Context: an optimization exercise on an open-source flow, tuned for a short achievable clock period and few clock cycles. The choices shown serve that exercise and are no tape-out recipe. The RTL was checked by simulation tests, not by an equivalence proof against the original design. The clock input has no modelled driver; a real chip could not lean on it and would need a root buffer or a full tree.

==> inputs of v38 <==
## gbn_sender
module gbn_sender (
    input  wire         clk,
    input  wire         rst,
    input  wire         start,
    output wire         src_next,
    input  wire         src_rsp,
    input  wire         src_exh,
    input  wire         src_last,
    input  wire [7:0]   src_len,
    input  wire [239:0] src_data,
    output wire         src_seek,
    output wire [11:0]  src_seek_idx,
    output wire         tx_valid,
    output wire [263:0] tx_frame,
    input  wire         tx_ready,
    input  wire         tx_err,
    output wire         rx_req,
    input  wire         rx_rsp,
    input  wire         rx_err,
    input  wire         rx_timeout,
    input  wire         rx_short,
    input  wire [23:0]  rx_hdr,
    output wire         ev_valid,
    output wire         ev_kind,
    output wire [2:0]   ev_seq,
    output wire         done,
    output wire         fault,
    output wire [3:0]   cause
);
    reg          st_idle, st_src, st_tx, st_seek, st_rx, st_ev, st_done, st_fault;
    reg  [3:0]   cause_r;
    reg  [2:0]   base;
    reg  [2:0]   next_seq;       
    reg  [2:0]   outstanding;
    reg  [11:0]  sent_count;     
    reg  [11:0]  acked_count;
    reg          do_nothing, resend, send_eot, src_done;
    reg          m_old;          
    reg          sk_src;         
    reg          sk_sync;        
    reg  [2:0]   rs_idx;         
    reg          last_l;
    reg  [11:0]  seek_idx;
    reg          ev_kind_r;
    reg  [2:0]   rx_n;           
    reg  [7:0]   rx_oh;          
    reg  [263:0] fb;
    assign src_next     = st_src;
    assign src_seek     = st_seek;
    assign src_seek_idx = seek_idx;
    assign tx_valid     = st_tx;
    assign tx_frame     = fb;
    assign rx_req       = st_rx;
    assign ev_valid     = st_ev;
    assign ev_kind      = ev_kind_r;
    assign ev_seq       = rx_n;
    assign done         = st_done;
  ...
clock: 10.0 ns
lec_check: 0
cap_margin: 20
core_margin: 2
core_utilization: 30
place_density: 0.5
slew_margin: 20
synth_hierarchical: 1
setup_slack_margin: 8
pre_cts_tcl: /design/flow/flow/pre_cts.tcl
mt_leaf: 15
mt_roots: 4
standard.sh (not shown) runs the stock make flow with config.mk's settings and CLKGATE_MAP_FILE= SYNTH_SCRIPT=/design/flow/synth_recipe.tcl, a recipe that flattens the netlist after the stock synthesis.
==> flow/flow/run.sh <==
#!/bin/bash
# The standard layout (standard.sh, with the standard synthesis unchanged)
# with these changes to how the layout is optimised:
#  - repair_timing aims for a larger setup margin, so it keeps improving the
#    design below the 10 ns clock period;
#  - the clkdlybuf4s* delay cells are not used as buffers (buffer_ports and
#    the resizer otherwise pick them for the port buffers);
#  - the clock tree is built by flow/pre_cts.tcl: the clock port drives
#    MT_ROOTS root buffers, each root buffer a group of leaf buffers, each
#    leaf buffer a cluster of about MT_LEAF register clock pins.
# The clock, its period and the I/O constraints (constraint.sdc) are the standard flow's.
set -euo pipefail
here=$(pwd)
cat >> config.mk <<EOC
export SETUP_SLACK_MARGIN = 8
export DONT_USE_CELLS += sky130_fd_sc_hd__clkdlybuf4s15_1 sky130_fd_sc_hd__clkdlybuf4s15_2 sky130_fd_sc_hd__clkdlybuf4s18_1 sky130_fd_sc_hd__clkdlybuf4s18_2 sky130_fd_sc_hd__clkdlybuf4s25_1 sky130_fd_sc_hd__clkdlybuf4s25_2 sky130_fd_sc_hd__clkdlybuf4s50_1 sky130_fd_sc_hd__clkdlybuf4s50_2
export PRE_CTS_TCL = $here/flow/pre_cts.tcl
export MT_LEAF = 15
export MT_ROOTS = 4
EOC
bash standard.sh > standard.log 2>&1
Other scripts of this flow, unchanged in this note and not shown: flow/flow/mytree.tcl, flow/flow/pre_cts.tcl
==> v30 (differences from v38) <==
--- a/flow/design.v
+++ b/flow/design.v
@@ -23,14 +23,17 @@
     output wire         ev_valid,
     output wire         ev_kind,
     output wire [2:0]   ev_seq,
     output wire         done,
     output wire         fault,
     output wire [3:0]   cause
 );
+    localparam [3:0] F_SHORT    = 4'd1, F_FIELD    = 4'd2, F_SRC_ZERO = 4'd3,
+                     F_CH_SEND  = 4'd4, F_CH_RECV  = 4'd5, F_UNDERFLOW = 4'd6,
+                     F_OVERFLOW = 4'd7, F_SRC_PROTO = 4'd8;
     reg          st_idle, st_src, st_tx, st_seek, st_rx, st_ev, st_done, st_fault;
     reg  [3:0]   cause_r;
     reg  [2:0]   base;
     reg  [2:0]   next_seq;       
     reg  [2:0]   outstanding;
     reg  [11:0]  sent_count;     
     reg  [11:0]  acked_count;
@@ -155,16 +158,15 @@
             end else begin
                 out_oth   = 3'd0;
                 base_oth  = next_seq;
                 acked_oth = sent_count;
             end
         end
     end
-    wire         n_idle, n_src, n_tx, n_seek, n_rx, n_ev, n_done, n_fault;
-    wire [3:0]   n_cause;
+    wire         n_idle, n_src, n_tx, n_seek, n_rx, n_ev, n_done;
     wire [2:0]   n_out, n_nseq, n_rs_idx, n_rx_n;
     wire [11:0]  n_sent;
     wire         n_src_done, n_dn, n_send_eot, n_resend, n_last;
     wire [7:0]   n_rx_oh;
     wire [239:0] n_payload;
     wire [4:0]   n_len;
     gbn_sender_mix u_mix (
@@ -193,29 +195,52 @@
         .sent_push(sent_count + 12'd1), .sent_oth(sent_oth),
         .src_done(src_done), .do_nothing(do_nothing), .send_eot(send_eot), .resend(resend),
         .rs_idx(rs_idx), .rs_idx_p1(rs_idx + 3'd1),
         .rx_seq(rx_hdr[10:8]), .seq_oh(seq_oh), .rx_n(rx_n), .rx_oh(rx_oh),
         .payload(payload), .src_len5(src_len[4:0]),
         .fb_payload(fb[263:24]), .fb_len(fb[20:16]),
         .n_idle(n_idle), .n_src(n_src), .n_tx(n_tx), .n_seek(n_seek), .n_rx(n_rx),
-        .n_ev(n_ev), .n_done(n_done), .n_fault(n_fault), .n_cause(n_cause),
+        .n_ev(n_ev), .n_done(n_done),
         .n_out(n_out), .n_nseq(n_nseq), .n_sent(n_sent),
         .n_src_done(n_src_done), .n_dn(n_dn), .n_send_eot(n_send_eot), .n_resend(n_resend),
         .n_rs_idx(n_rs_idx), .n_last(n_last), .n_rx_n(n_rx_n), .n_rx_oh(n_rx_oh),
         .n_payload(n_payload), .n_len(n_len));
+    reg  q_src, q_tx, q_rx, q_old, q_s_exh, q_s_zero, q_s_big, q_r_err, q_r_short, q_r_ill;
+    wire limbo = ~(st_idle | st_src | st_tx | st_seek | st_rx | st_ev | st_done | st_fault);
+    reg  [3:0] f_code;
+    always @(*) begin
+        if (q_tx)
+            f_code = F_CH_SEND;
+        else if (q_rx)
+            f_code = q_r_err ? F_CH_RECV : q_r_short ? F_SHORT : q_r_ill ? F_FIELD : F_UNDERFLOW;
+        else if (q_src)
+            f_code = (q_s_exh | q_s_big) ? F_SRC_PROTO : q_s_zero ? F_SRC_ZERO : F_OVERFLOW;
+        else
+            f_code = F_UNDERFLOW;    
+    end
     always @(posedge clk) begin
         st_idle     <= n_idle;
         st_src      <= n_src;
         st_tx       <= n_tx;
         st_seek     <= n_seek;
         st_rx       <= n_rx;
         st_ev       <= n_ev;
         st_done     <= n_done;
-        st_fault    <= n_fault;
-        cause_r     <= n_cause;
+        st_fault    <= ~rst & (st_fault | limbo);
+        cause_r     <= rst ? 4'd0 : limbo ? f_code : cause_r;
+        q_src       <= st_src;
+        q_tx        <= st_tx;
+        q_rx        <= st_rx;
+        q_old       <= m_old;
+        q_s_exh     <= s_exh;
+        q_s_zero    <= s_zero;
+        q_s_big     <= s_big;
+        q_r_err     <= r_err;
+        q_r_short   <= r_short;
+        q_r_ill     <= r_ill;
         fb[263:24]  <= n_payload;
         fb[20:16]   <= n_len;
         rx_n        <= n_rx_n;
         rx_oh       <= n_rx_oh;
         last_l      <= n_last;
         rs_idx      <= n_rs_idx;
     end
@@ -303,18 +328,29 @@
     assign r_short = rx_rsp & ~rx_err & ~rx_timeout & rx_short;
     assign r_ill   = rx_rsp & ~rx_err & ~rx_timeout & ~rx_short & illegal;
     assign r_k0    = frame & (rx_hdr[1:0] == 2'd0);
     assign r_k2    = frame & (rx_hdr[1:0] == 2'd2);
     assign r_kx0   = frame & (rx_hdr[1:0] != 2'd0);
     assign r_kx2   = frame & (rx_hdr[1:0] != 2'd2);
     assign seq_oh = 8'd1 << rx_hdr[10:8];
+    wire [1:0] lh = src_len[4:3];
+    wire [2:0] ll = src_len[2:0];
+    wire [3:0] h_eq = 4'd1 << lh;
+    wire [3:0] h_gt = {1'b0, lh == 2'd3, lh >= 2'd2, lh != 2'd0};
+    wire [7:0] l_gt;
+    genvar g;
+    generate
+        for (g = 0; g < 8; g = g + 1) begin : lgt
+            assign l_gt[g] = (ll > g);
+        end
+    endgenerate
     integer b;
     always @(*) begin
         for (b = 0; b < 30; b = b + 1)
-            payload[8*b +: 8] = (b < src_len[4:0]) ? src_data[8*b +: 8] : 8'h00;
+            payload[8*b +: 8] = (h_gt[b / 8] | (h_eq[b / 8] & l_gt[b % 8])) ? src_data[8*b +: 8] : 8'h00;
     end
 endmodule
 module gbn_sender_mix (
     input  wire         rst, start,
     input  wire         s_wait, s_exh, s_chunk, s_zero, s_big,
     input  wire         t_wait, t_ok, t_err,
     input  wire         r_wait, r_err, r_to, r_short, r_ill, r_k0, r_k2, r_kx0, r_kx2,
@@ -337,16 +373,15 @@
     input  wire [7:0]   seq_oh,
     input  wire [2:0]   rx_n,
     input  wire [7:0]   rx_oh,
     input  wire [239:0] payload,
     input  wire [4:0]   src_len5,
     input  wire [239:0] fb_payload,
     input  wire [4:0]   fb_len,
-    output wire         n_idle, n_src, n_tx, n_seek, n_rx, n_ev, n_done, n_fault,
-    output wire [3:0]   n_cause,
+    output wire         n_idle, n_src, n_tx, n_seek, n_rx, n_ev, n_done,
     output wire [2:0]   n_out, n_nseq,
     output wire [11:0]  n_sent,
     output wire         n_src_done, n_dn, n_send_eot, n_resend,
     output wire [2:0]   n_rs_idx,
     output wire         n_last,
     output wire [2:0]   n_rx_n,
     output wire [7:0]   n_rx_oh,
@@ -359,28 +394,14 @@
     assign n_tx   = ~rst & ((p_chk_tx & s_chunk) | (p_tx & t_wait) | (p_to_tx & r_to));
     assign n_seek = ~rst & ((p_exh_seek & s_exh) | (p_txok_seek & t_ok) | (p_to_seek & r_to) |
                             (p_kx2_seek & r_kx2) | p_ev_seek);
     assign n_rx   = ~rst & ((p_exh_rx & s_exh) | (p_txok_rx & t_ok) | p_seek_rx |
                             (p_rx & r_wait) | (p_kx0_rx & r_kx0) | (p_k0_rx & r_k0) | p_ev_rx);
     assign n_ev   = ~rst & ((p_k0_ev & r_k0) | (p_k2_ev & r_k2));
     assign n_done = ~rst & (st_done | p_ev_done);
-    wire f_short = p_rx & r_short;
-    wire f_field = p_rx & r_ill;
-    wire f_zero  = p_src & s_zero;
-    wire f_send  = p_tx & t_err;
-    wire f_recv  = p_rx & r_err;
-    wire f_under = (p_kx2_fault & r_kx2) | p_ev_fault;
-    wire f_over  = p_chk_fault & s_chunk;
-    wire f_proto = (p_exh_fault & s_exh) | (p_src & s_big);
-    assign n_fault = ~rst & (st_fault | f_short | f_field | f_zero | f_send | f_recv |
-                             f_under | f_over | f_proto);
-    assign n_cause[0] = ~rst & (cause_r[0] | f_short | f_zero | f_recv | f_over);
-    assign n_cause[1] = ~rst & (cause_r[1] | f_field | f_zero | f_under | f_over);
-    assign n_cause[2] = ~rst & (cause_r[2] | f_send | f_recv | f_under | f_over);
-    assign n_cause[3] = ~rst & (cause_r[3] | f_proto);
     wire push = p_push & t_ok;
     assign n_out      = push ? out_push  : out_oth;
     assign n_nseq     = push ? nseq_push : nseq_oth;
     assign n_sent     = push ? sent_push : sent_oth;
     assign n_src_done = (p_exh_done & s_exh) | (push & last_l) | (src_done & ~do_sync);
     assign n_dn       = do_sync | (do_nothing & ~(p_to0 & r_to));
     assign n_send_eot = (p_to0_eot & r_to) | (send_eot & ~do_sync);
==> v11 (differences from v38) <==
--- a/flow/design.v
+++ b/flow/design.v
@@ -23,14 +23,17 @@
     output wire         ev_valid,
     output wire         ev_kind,
     output wire [2:0]   ev_seq,
     output wire         done,
     output wire         fault,
     output wire [3:0]   cause
 );
+    localparam [3:0] F_SHORT    = 4'd1, F_FIELD    = 4'd2, F_SRC_ZERO = 4'd3,
+                     F_CH_SEND  = 4'd4, F_CH_RECV  = 4'd5, F_UNDERFLOW = 4'd6,
+                     F_OVERFLOW = 4'd7, F_SRC_PROTO = 4'd8;
     reg          st_idle, st_src, st_tx, st_seek, st_rx, st_ev, st_done, st_fault;
     reg  [3:0]   cause_r;
     reg  [2:0]   base;
     reg  [2:0]   next_seq;       
     reg  [2:0]   outstanding;
     reg  [11:0]  sent_count;     
     reg  [11:0]  acked_count;
@@ -56,26 +59,26 @@
     assign ev_seq       = rx_n;
     assign done         = st_done;
     assign fault        = st_fault;
     assign cause        = cause_r;
     wire         s_wait, s_exh, s_chunk, s_zero, s_big;
     wire         t_wait, t_ok, t_err;
     wire         r_wait, r_err, r_to, r_short, r_ill, r_k0, r_k2, r_kx0, r_kx2;
-    wire [239:0] payload;
+    wire [29:0]  keep;
     wire [7:0]   seq_oh;
     gbn_sender_dec u_dec (
         .src_rsp(src_rsp), .src_exh(src_exh), .src_len(src_len), .src_data(src_data),
         .tx_ready(tx_ready), .tx_err(tx_err),
         .rx_rsp(rx_rsp), .rx_err(rx_err), .rx_timeout(rx_timeout), .rx_short(rx_short),
         .rx_hdr(rx_hdr),
         .s_wait(s_wait), .s_exh(s_exh), .s_chunk(s_chunk), .s_zero(s_zero), .s_big(s_big),
         .t_wait(t_wait), .t_ok(t_ok), .t_err(t_err),
         .r_wait(r_wait), .r_err(r_err), .r_to(r_to), .r_short(r_short), .r_ill(r_ill),
         .r_k0(r_k0), .r_k2(r_k2), .r_kx0(r_kx0), .r_kx2(r_kx2),
-        .payload(payload), .seq_oh(seq_oh));
+        .keep(keep), .seq_oh(seq_oh));
     wire        out_zero  = (outstanding == 3'd0);
     wire        out_full  = (outstanding == 3'd7);
     wire        sent_max  = &sent_count;
     wire        acked_z   = (acked_count == 12'd0);
     wire [11:0] acked_m1  = acked_count - 12'd1;
     wire        src_done1 = src_done | last_l;
     wire        rs_last   = (rs_idx + 3'd1 == outstanding);
@@ -155,16 +158,15 @@
             end else begin
                 out_oth   = 3'd0;
                 base_oth  = next_seq;
                 acked_oth = sent_count;
             end
         end
     end
-    wire         n_idle, n_src, n_tx, n_seek, n_rx, n_ev, n_done, n_fault;
-    wire [3:0]   n_cause;
+    wire         n_idle, n_src, n_tx, n_seek, n_rx, n_ev, n_done;
     wire [2:0]   n_out, n_nseq, n_rs_idx, n_rx_n;
     wire [11:0]  n_sent;
     wire         n_src_done, n_dn, n_send_eot, n_resend, n_last;
     wire [7:0]   n_rx_oh;
     wire [239:0] n_payload;
     wire [4:0]   n_len;
     gbn_sender_mix u_mix (
@@ -190,32 +192,55 @@
         .last_l(last_l), .src_last(src_last),
         .out_push(outstanding + 3'd1), .out_oth(out_oth),
         .nseq_push(next_seq + 3'd1), .nseq_oth(nseq_oth),
         .sent_push(sent_count + 12'd1), .sent_oth(sent_oth),
         .src_done(src_done), .do_nothing(do_nothing), .send_eot(send_eot), .resend(resend),
         .rs_idx(rs_idx), .rs_idx_p1(rs_idx + 3'd1),
         .rx_seq(rx_hdr[10:8]), .seq_oh(seq_oh), .rx_n(rx_n), .rx_oh(rx_oh),
-        .payload(payload), .src_len5(src_len[4:0]),
+        .keep(keep), .src_data(src_data), .src_len5(src_len[4:0]),
         .fb_payload(fb[263:24]), .fb_len(fb[20:16]),
         .n_idle(n_idle), .n_src(n_src), .n_tx(n_tx), .n_seek(n_seek), .n_rx(n_rx),
-        .n_ev(n_ev), .n_done(n_done), .n_fault(n_fault), .n_cause(n_cause),
+        .n_ev(n_ev), .n_done(n_done),
         .n_out(n_out), .n_nseq(n_nseq), .n_sent(n_sent),
         .n_src_done(n_src_done), .n_dn(n_dn), .n_send_eot(n_send_eot), .n_resend(n_resend),
         .n_rs_idx(n_rs_idx), .n_last(n_last), .n_rx_n(n_rx_n), .n_rx_oh(n_rx_oh),
         .n_payload(n_payload), .n_len(n_len));
+    reg  q_src, q_tx, q_rx, q_old, q_s_exh, q_s_zero, q_s_big, q_r_err, q_r_short, q_r_ill;
+    wire limbo = ~(st_idle | st_src | st_tx | st_seek | st_rx | st_ev | st_done | st_fault);
+    reg  [3:0] f_code;
+    always @(*) begin
+        if (q_tx)
+            f_code = F_CH_SEND;
+        else if (q_rx)
+            f_code = q_r_err ? F_CH_RECV : q_r_short ? F_SHORT : q_r_ill ? F_FIELD : F_UNDERFLOW;
+        else if (q_src)
+            f_code = (q_s_exh | q_s_big) ? F_SRC_PROTO : q_s_zero ? F_SRC_ZERO : F_OVERFLOW;
+        else
+            f_code = F_UNDERFLOW;    
+    end
     always @(posedge clk) begin
         st_idle     <= n_idle;
         st_src      <= n_src;
         st_tx       <= n_tx;
         st_seek     <= n_seek;
         st_rx       <= n_rx;
         st_ev       <= n_ev;
         st_done     <= n_done;
-        st_fault    <= n_fault;
-        cause_r     <= n_cause;
+        st_fault    <= ~rst & (st_fault | limbo);
+        cause_r     <= rst ? 4'd0 : limbo ? f_code : cause_r;
+        q_src       <= st_src;
+        q_tx        <= st_tx;
+        q_rx        <= st_rx;
+        q_old       <= m_old;
+        q_s_exh     <= s_exh;
+        q_s_zero    <= s_zero;
+        q_s_big     <= s_big;
+        q_r_err     <= r_err;
+        q_r_short   <= r_short;
+        q_r_ill     <= r_ill;
         fb[263:24]  <= n_payload;
         fb[20:16]   <= n_len;
         rx_n        <= n_rx_n;
         rx_oh       <= n_rx_oh;
         last_l      <= n_last;
         rs_idx      <= n_rs_idx;
     end
@@ -278,15 +303,15 @@
     input  wire         rx_err,
     input  wire         rx_timeout,
     input  wire         rx_short,
     input  wire [23:0]  rx_hdr,
     output wire         s_wait, s_exh, s_chunk, s_zero, s_big,
     output wire         t_wait, t_ok, t_err,
     output wire         r_wait, r_err, r_to, r_short, r_ill, r_k0, r_k2, r_kx0, r_kx2,
-    output reg  [239:0] payload,
+    output reg  [29:0]  keep,
     output wire [7:0]   seq_oh
 );
     wire len_zero = (src_len == 8'd0);
     wire len_big  = (|src_len[7:5]) | (&src_len[4:0]);
     assign s_wait  = ~src_rsp;
     assign s_exh   = src_rsp & src_exh;
     assign s_zero  = src_rsp & ~src_exh & len_zero;
@@ -303,18 +328,29 @@
     assign r_short = rx_rsp & ~rx_err & ~rx_timeout & rx_short;
     assign r_ill   = rx_rsp & ~rx_err & ~rx_timeout & ~rx_short & illegal;
     assign r_k0    = frame & (rx_hdr[1:0] == 2'd0);
     assign r_k2    = frame & (rx_hdr[1:0] == 2'd2);
     assign r_kx0   = frame & (rx_hdr[1:0] != 2'd0);
     assign r_kx2   = frame & (rx_hdr[1:0] != 2'd2);
     assign seq_oh = 8'd1 << rx_hdr[10:8];
+    wire [1:0] lh = src_len[4:3];
+    wire [2:0] ll = src_len[2:0];
+    wire [3:0] h_eq = 4'd1 << lh;
+    wire [3:0] h_gt = {1'b0, lh == 2'd3, lh >= 2'd2, lh != 2'd0};
+    wire [7:0] l_gt;
+    genvar g;
+    generate
+        for (g = 0; g < 8; g = g + 1) begin : lgt
+            assign l_gt[g] = (ll > g);
+        end
+    endgenerate
     integer b;
     always @(*) begin
         for (b = 0; b < 30; b = b + 1)
-            payload[8*b +: 8] = (b < src_len[4:0]) ? src_data[8*b +: 8] : 8'h00;
+            keep[b] = h_gt[b / 8] | (h_eq[b / 8] & l_gt[b % 8]);
     end
 endmodule
 module gbn_sender_mix (
     input  wire         rst, start,
     input  wire         s_wait, s_exh, s_chunk, s_zero, s_big,
     input  wire         t_wait, t_ok, t_err,
     input  wire         r_wait, r_err, r_to, r_short, r_ill, r_k0, r_k2, r_kx0, r_kx2,
@@ -333,20 +369,20 @@
     input  wire [11:0]  sent_push, sent_oth,
     input  wire         src_done, do_nothing, send_eot, resend,
     input  wire [2:0]   rs_idx, rs_idx_p1,
     input  wire [2:0]   rx_seq,
     input  wire [7:0]   seq_oh,
     input  wire [2:0]   rx_n,
     input  wire [7:0]   rx_oh,
-    input  wire [239:0] payload,
+    input  wire [29:0]  keep,
+    input  wire [239:0] src_data,
     input  wire [4:0]   src_len5,
     input  wire [239:0] fb_payload,
     input  wire [4:0]   fb_len,
-    output wire         n_idle, n_src, n_tx, n_seek, n_rx, n_ev, n_done, n_fault,
-    output wire [3:0]   n_cause,
+    output wire         n_idle, n_src, n_tx, n_seek, n_rx, n_ev, n_done,
     output wire [2:0]   n_out, n_nseq,
     output wire [11:0]  n_sent,
     output wire         n_src_done, n_dn, n_send_eot, n_resend,
     output wire [2:0]   n_rs_idx,
     output wire         n_last,
     output wire [2:0]   n_rx_n,
     output wire [7:0]   n_rx_oh,
@@ -359,37 +395,29 @@
     assign n_tx   = ~rst & ((p_chk_tx & s_chunk) | (p_tx & t_wait) | (p_to_tx & r_to));
     assign n_seek = ~rst & ((p_exh_seek & s_exh) | (p_txok_seek & t_ok) | (p_to_seek & r_to) |
                             (p_kx2_seek & r_kx2) | p_ev_seek);
     assign n_rx   = ~rst & ((p_exh_rx & s_exh) | (p_txok_rx & t_ok) | p_seek_rx |
                             (p_rx & r_wait) | (p_kx0_rx & r_kx0) | (p_k0_rx & r_k0) | p_ev_rx);
     assign n_ev   = ~rst & ((p_k0_ev & r_k0) | (p_k2_ev & r_k2));
     assign n_done = ~rst & (st_done | p_ev_done);
-    wire f_short = p_rx & r_short;
-    wire f_field = p_rx & r_ill;
-    wire f_zero  = p_src & s_zero;
-    wire f_send  = p_tx & t_err;
-    wire f_recv  = p_rx & r_err;
-    wire f_under = (p_kx2_fault & r_kx2) | p_ev_fault;
-    wire f_over  = p_chk_fault & s_chunk;
-    wire f_proto = (p_exh_fault & s_exh) | (p_src & s_big);
-    assign n_fault = ~rst & (st_fault | f_short | f_field | f_zero | f_send | f_recv |
-                             f_under | f_over | f_proto);
-    assign n_cause[0] = ~rst & (cause_r[0] | f_short | f_zero | f_recv | f_over);
-    assign n_cause[1] = ~rst & (cause_r[1] | f_field | f_zero | f_under | f_over);
-    assign n_cause[2] = ~rst & (cause_r[2] | f_send | f_recv | f_under | f_over);
-    assign n_cause[3] = ~rst & (cause_r[3] | f_proto);
-    wire push = p_push & t_ok;
+    wire push = p_push & ~t_wait;
     assign n_out      = push ? out_push  : out_oth;
     assign n_nseq     = push ? nseq_push : nseq_oth;
     assign n_sent     = push ? sent_push : sent_oth;
     assign n_src_done = (p_exh_done & s_exh) | (push & last_l) | (src_done & ~do_sync);
     assign n_dn       = do_sync | (do_nothing & ~(p_to0 & r_to));
     assign n_send_eot = (p_to0_eot & r_to) | (send_eot & ~do_sync);
     assign n_resend   = (p_toN & r_to) | (resend & ~(p_rs_end & t_ok));
     assign n_rs_idx = p_rs_step ? (t_wait ? rs_idx : rs_idx_p1) :
                       p_rs_hold ? rs_idx : 3'd0;
     assign n_last    = p_src ? src_last : last_l;
     assign n_rx_n    = p_rx ? rx_seq : rx_n;
     assign n_rx_oh   = p_rx ? seq_oh : rx_oh;
-    assign n_payload = ({240{p_src}} & payload) | ({240{p_tx}} & fb_payload);
+    genvar g;
+    generate
+        for (g = 0; g < 30; g = g + 1) begin : pl
+            assign n_payload[8*g +: 8] = ({8{p_src & keep[g]}} & src_data[8*g +: 8]) |
+                                         ({8{p_tx}} & fb_payload[8*g +: 8]);
+        end
+    endgenerate
     assign n_len     = ({5{p_src}} & src_len5) | ({5{p_tx}} & fb_len);
 endmodule
==> impl_metrics.ini <==
[power]
peakVddDrop_mv = 0.147
p_sw_share_pct = 25.7

[status]
outcome = no timing/DRC/antenna violations

[setup_path]
reg2reg_slack_ns = 7.31
cp_slowest_cell = or3_4
r2r_end = acked_count[9]

[finish]
drive_gt1_share_pct = 43.0
regArea_um2 = 7500

[timing]
finalCriticalPeriod_ns = 3.00

[global_routing]
track_usage_pct = 22.7
grt_max_degree = 108

[floorplanning]
rows = 85
The numbers above come from v30.

==> impl_metrics.ini <==
[setup_path]
reg2reg_slack_ns = 7.25
cp_slowest_cell = and2_4
r2r_end = acked_count[11]

[finish]
regArea_um2 = 7520
drive_gt1_share_pct = 41.7

[timing]
finalCriticalPeriod_ns = 2.89

[global_routing]
track_usage_pct = 24.1
grt_pass1_vias = 13900
grt_max_degree = 90

[floorplanning]
rows = 81

[power]
peakVddDrop_mv = 0.0776

[status]
outcome = no timing/DRC/antenna violations
The numbers above come from v11.

==> impl_metrics.ini <==
[global_routing]
grt_max_degree = 101
track_usage_pct = 23.4

[floorplanning]
rows = 84

[timing]
rsz0062_at_grt = yes
finalCriticalPeriod_ns = 3.03

[power]
peakVddDrop_mv = 0.108
pg_comb_uw = 544
p_sw_share_pct = 25.6
clock_net_power_uw = 982

[status]
outcome = no timing/DRC/antenna violations

[setup_path]
r2r_end = acked_count[10]
reg2reg_slack_ns = 7.25
reg2reg_from = rx_n[1]

[placement]
dpl-instance-area_um2 = 19200

[routing]
routed-via-count = 15900

[hold_path]
min_from = cause_r[2]

[finish]
regArea_um2 = 7300
n_all_inverters = 47

[synth]
synthSimpleGateAreaFrac_pct = 19.1
The numbers above come from v38.

Testbench counts of v38, summed over its fixed seeds: cycles 23,695.
Testbench counts of v30, summed over its fixed seeds: cycles 23,696.
Testbench counts of v11, summed over its fixed seeds: cycles 23,696.
In every run of this note, the design's own scripts or RTL, not TritonCTS, make the clock network.

## separate check: timing with driven ports
The flow's constraints put no driver on any port. The routed layouts listed below were extracted and timed again, unchanged, in two steps.
Step 1 assumes that a clkbuf_16 drives the clock port and a buf_2 every other input.
Step 2, shift: input delay + t, output delay - t, t = (earliest + latest rising clock arrival at the registers) / 2. This alone moves slack from input paths to output paths.
Slacks: ideal ports / drivers / drivers and shift; pairs: ideal ports / drivers.
run	t, ns	setup WS [ns]	latest minus earliest clock arrival (ns)	worst register clock-pin slew, ns	worst data-port slew with drivers (ns)
v38	0.458	6.972 / 6.978 / 6.521	0.037 / 0.037	0.08 / 0.08	0.44
v30	0.458	6.999 / 6.975 / 6.517	0.026 / 0.026	0.08 / 0.08	0.21
v11	0.451	7.108 / 7.029 / 6.660	0.029 / 0.029	0.08 / 0.08	0.21
After both steps every run listed still meets setup and hold. The setup slack of v30, which loses most, moves by -0.024 ns with the drivers and by -0.482 ns with both steps.
